Source: an optimization exercise on an open RTL-to-GDS flow (aim: small area, a short achievable clock period and few clock cycles). Production flows keep margins and buffers that such runs may drop.
Only simulation tests tie the RTL to the original design; equivalence was not proved.
Power and IR drop assume default switching activity.

## lane 1
Design s345_rx, start of the top module:
module s345_rx (
    input  wire         clk,
    input  wire         rst_n,
    input  wire [31:0]  cfg_sync_pattern,
    input  wire [5:0]   cfg_sync_width,
    input  wire [31:0]  cfg_est_num,
    input  wire [15:0]  cfg_est_den,
    input  wire [3:0]   cfg_ch_min,
    input  wire [3:0]   cfg_ch_max,
    input  wire [31:0]  cfg_chan_vendor,
    input  wire [63:0]  cfg_poly,
    input  wire [63:0]  cfg_fxor,
    input  wire [15:0]  cfg_plan_len,
    input  wire [319:0] cfg_plan,
    input  wire         in_valid,
    input  wire         in_level,
    output wire         in_ready,
    output reg          m_valid,
    output wire [1:0]   m_vendor,
    output wire [3:0]   m_channel,
    output wire         m_hdr_present,
    output wire [31:0]  m_header,
    output wire [31:0]  m_txid,
    output wire [7:0]   m_state,
    output reg  [15:0]  cnt_sync,
    output reg  [15:0]  cnt_man_err,
    output reg  [15:0]  cnt_chan_err,
    output reg  [15:0]  cnt_zero_txid,
    output reg  [15:0]  cnt_crc_err
);
    reg  [31:0] smask_c;     
    integer ic;
    always @* begin
        for (ic = 0; ic < 32; ic = ic + 1)
            smask_c[ic] = (ic < cfg_sync_width);
    end
    localparam [2:0] S_SYNC = 3'd0, S_CH = 3'd1, S_HDR = 3'd2, S_TX = 3'd3,
                     S_ST = 3'd4, S_CRC = 3'd5;
    assign in_ready = 1'b1;
    reg  [31:0] e_num;
    reg  [15:0] e_den;
    reg  [5:0]  sw;          
    reg  [4:0]  w_m1;        
    reg  [4:0]  w_m2;        
    reg         rst_r;       
    reg  [4:0]  be;          
    wire [4:0]  v_dl = sw[4:0] - 5'd3;      
    wire        b14  = (v_dl >= 5'd16);
    wire [4:0]  v_lo = b14 ? v_dl - 5'd14 : v_dl;
  ...
Size: roughly 4300 cells after synthesis, roughly 970 flip-flops, about 760 I/O pins, about 48000 sq um of cells after synthesis.
export LEC_CHECK = 0
export CAP_MARGIN = 20
export CORE_MARGIN = 2
export CORE_UTILIZATION = 35
export CTS_CLUSTER_DIAMETER = 100
export CTS_CLUSTER_SIZE = 20
export PLACE_DENSITY = 0.6
export SLEW_MARGIN = 20
create_clock -name core_clock -period 36.0 [get_ports {clk}]
standard.sh (not shown) runs the stock make flow with config.mk's settings and CLKGATE_MAP_FILE= SYNTH_SCRIPT=/design/flow/synth_recipe.tcl, a recipe that flattens the netlist after the stock synthesis.
==> flow/flow/run.sh <==
#!/bin/bash
# The standard layout (the standard.sh: ORFS synthesis to finish), with
# one change: the buffers that placement puts on every input and output port
# are sky130_fd_sc_hd__buf_1 instead of the buffer ORFS picks by default
# (clkdlybuf4s50_1, a delay cell).
set -euo pipefail
bash standard.sh finish "BUFFER_PORTS_ARGS=-buffer_cell sky130_fd_sc_hd__buf_1" > standard.log 2>&1
Testbench counts of lane 1, summed over its fixed seeds: cycles 113,360.
Inputs modified between lane 1 and lane 2:
--- a/flow/design.v
+++ b/flow/design.v
@@ -66,17 +66,14 @@
     reg  [15:0] h1;
     reg  [15:0] hd [0:28];   
     reg  [4:0]  ntr;         
     reg  [20:0] S;
     reg         mode;        
     reg  [20:0] snap;
     reg  [34:0] q;           
-    reg         fresh;       
-    reg         fE1, fE2;    
-    reg         fL1, fL2;    
     reg  [2:0]  st;
     reg  [2:0]  idx;
     reg  [4:0]  rem;         
     reg         zc;          
     reg         pv, pl;      
     reg  [31:0] sync;
     reg  [15:0] crc;
@@ -132,16 +129,16 @@
                 if (k != 1 && k != 3 && k != 7 && k != 15)
                     hd[k] <= hd[k-1];
         end
     end
     wire [31:0] n1    = mode ? {11'd0, snap} : e_num;
     wire [16:0] d2    = mode ? {11'd0, w_m2, 1'b0} : {e_den, 1'b0};
     wire        czero = (c == 16'd0);
-    wire        ge1   = fresh ? (mode ? fL1 : fE1) : ~q[34];
-    wire        ge2   = fresh ? (mode ? fL2 : fE2) : ~q[34] & (q[33:0] >= {1'b0, n1, 1'b0});
+    wire        ge1   = ~q[34];
+    wire        ge2   = ~q[34] & (q[33:0] >= {1'b0, n1, 1'b0});
     wire        nz    = ~czero & ge1;           
     wire        n2    = ~czero & ge2;           
     wire is_sync = (st == S_SYNC);
     wire fld     = (st == S_CH) | (st == S_HDR) | (st == S_TX) | (st == S_ST) | (st == S_CRC);
     wire m0      = b ? pz1 : pz0;
     wire [15:0] poly_v = cfg_poly[vend * 16 +: 16];
     wire [15:0] crc_p  = {crc[14:0], b} ^ (crc[15] ? poly_v : 16'd0);
@@ -255,29 +252,20 @@
                         pv_n = 1'b1;
                         pl_n = b;
                     end
                 end
             end
         end
     end
-    wire [34:0] q_a   = fresh ? ~{3'd0, n1} : q;
-    wire [17:0] q_b   = fresh ? {d2, 1'b0} : {1'b0, d2};
-    wire [34:0] q_sum = q_a + {17'd0, q_b} + {34'd0, fresh};
-    wire [17:0] e3    = {2'd0, e_num[15:0]} + {1'b0, e_num[15:0], 1'b0};
-    wire        fE1_d = (e_num[31:17] == 15'd0) && ({e_den, 1'b0} >= e_num[16:0]);
-    wire        fE2_d = (e_num[31:16] == 16'd0) && ({1'b0, e_den, 1'b0} >= e3);
-    wire [22:0] s3    = {2'd0, snap_n} + {1'b0, snap_n, 1'b0};
-    wire        fL1_d = ({15'd0, w_m2, 1'b0} >= snap_n);
-    wire        fL2_d = ({17'd0, w_m2, 1'b0} >= s3);
-    always @(posedge clk) begin
-        fE1 <= fE1_d;
-        fE2 <= fE2_d;
-        fL1 <= fL1_d;
-        fL2 <= fL2_d;
-    end
+    wire        q_rst = trans | czero;
+    wire [31:0] n1_n  = mode_n ? {11'd0, snap_n} : e_num;
+    wire [16:0] d2_n  = mode_n ? {11'd0, w_m2, 1'b0} : {e_den, 1'b0};
+    wire [34:0] q_a   = q_rst ? ~{3'd0, n1_n} : q;
+    wire [16:0] q_b   = q_rst ? d2_n : d2;
+    wire [34:0] q_sum = q_a + {18'd0, q_b} + {34'd0, q_rst};
     wire        prev_d = trans ? l_r : prev;
     wire [31:0] sync_d = sync_n;
     wire [2:0]  st_d   = st_n;
     wire [1:0]  vend_d = vend_n;
     wire [15:0] fxor_v = cfg_fxor[vend * 16 +: 16];
     wire        crc_eq = (crc == fxor_v);
     wire [2:0]  idx_d  = idx_n;
@@ -322,34 +310,32 @@
         vend <= vend_d;
         vend_o <= rst ? 2'd0 : vend_d;
         idx  <= idx_d;
         rem <= rem_n; zc <= zc_n; pl <= pl_n; chan <= chan_n; hdr <= hdr_n;
         header <= header_n; txid <= txid_n; sst <= sst_n; snap <= snap_n;
         if (rst) begin
             c    <= 16'd0;
-            fresh <= 1'b0;
             ntr  <= 5'd0;
             S    <= 21'd0;
             mode <= 1'b0;
             pv   <= 1'b0;
         end else begin
             pv   <= pv_n;
             mode <= mode_n;
             if (push) begin
                 if (trans) begin
                     c <= 16'd1;
-                    fresh <= 1'b1;
                     if (ntr != 5'd31) ntr <= ntr + 5'd1;
                     S <= S + {5'd0, h1v} - {5'd0, hwv};
+                    q <= q_sum;
                 end else if (czero) begin
                     c <= 16'd1;
-                    fresh <= 1'b1;
+                    q <= q_sum;
                 end else if (c != 16'hFFFF) begin
                     c <= c + 16'd1;
-                    fresh <= 1'b0;
                     q <= q_sum;
                 end
             end
         end
     end
     always @(posedge clk) begin
         if (rst) begin
==> run summary <==
- Mapped cell area, lane 1 and lane 2, higher one = lane 1.
- Relative to lane 1, post-placement cell count has decreased by about 13% in lane 2.
- Relative to lane 1, synthesized-area fraction occupied by ao, oa, aoi and oai cells has decreased by 4.6 points in lane 2.
- Maximum single-stage delay on the critical path was lower in the run labelled lane 1.
- Going from lane 1 to lane 2, met1 usage now sits lower; final cell count went down by about 13%.
- From lane 1 to lane 2, number of buffers inserted for hold repair after clock tree synthesis did not move at all.
- Post-route standard cell area excluding fillers came out lower on lane 2 than on lane 1.
- Combinational share of power, lane 1 and lane 2: larger value in lane 1
- Diff lane 1 and lane 2: share of power burned in the clock network higher in lane 2
- Largest family of logic cells by synthesized area = multiplexers: lane 2; largest family of logic cells by synthesized area = simple AND/OR/NAND/NOR gates: lane 1
- Taking lane 2 over lane 1, the synthesized net count ratio works out to 0.836.
Testbench counts of lane 2, summed over its fixed seeds: cycles 113,360.

separate check: timing with driven ports:
In the flow no input, the clock included, has a driving cell. The finished layouts below were timed again as built, in two steps. Step 1 (the two cells are an assumption about what drives the block):
set clk [get_ports {clk}]
set_driving_cell -lib_cell sky130_fd_sc_hd__clkbuf_16 $clk
set_driving_cell -lib_cell sky130_fd_sc_hd__buf_2 [delete_from_list [all_inputs] $clk]
Step 2 times the ports against the registers' clock, not the clock port: input delays grow and output delays shrink by t, the midpoint of the rising clock arrivals with the driver on. Three values: ideal ports, drivers, drivers and shift; two values: the first two.
run | t, ns | setup slack, ns | slew at the worst register clock pin (ns) | worst data-port slew with drivers (ns)
lane 1 | 0.772 | 27.111 / 27.034 / 26.795 | 0.09 / 0.09 | 0.18
lane 2 | 0.767 | 27.078 / 27.031 / 26.635 | 0.10 / 0.10 | 0.15
After both steps every run listed still meets setup and hold. The setup slack of lane 2, which loses most, moves by -0.047 ns with the drivers and by -0.443 ns with both steps.
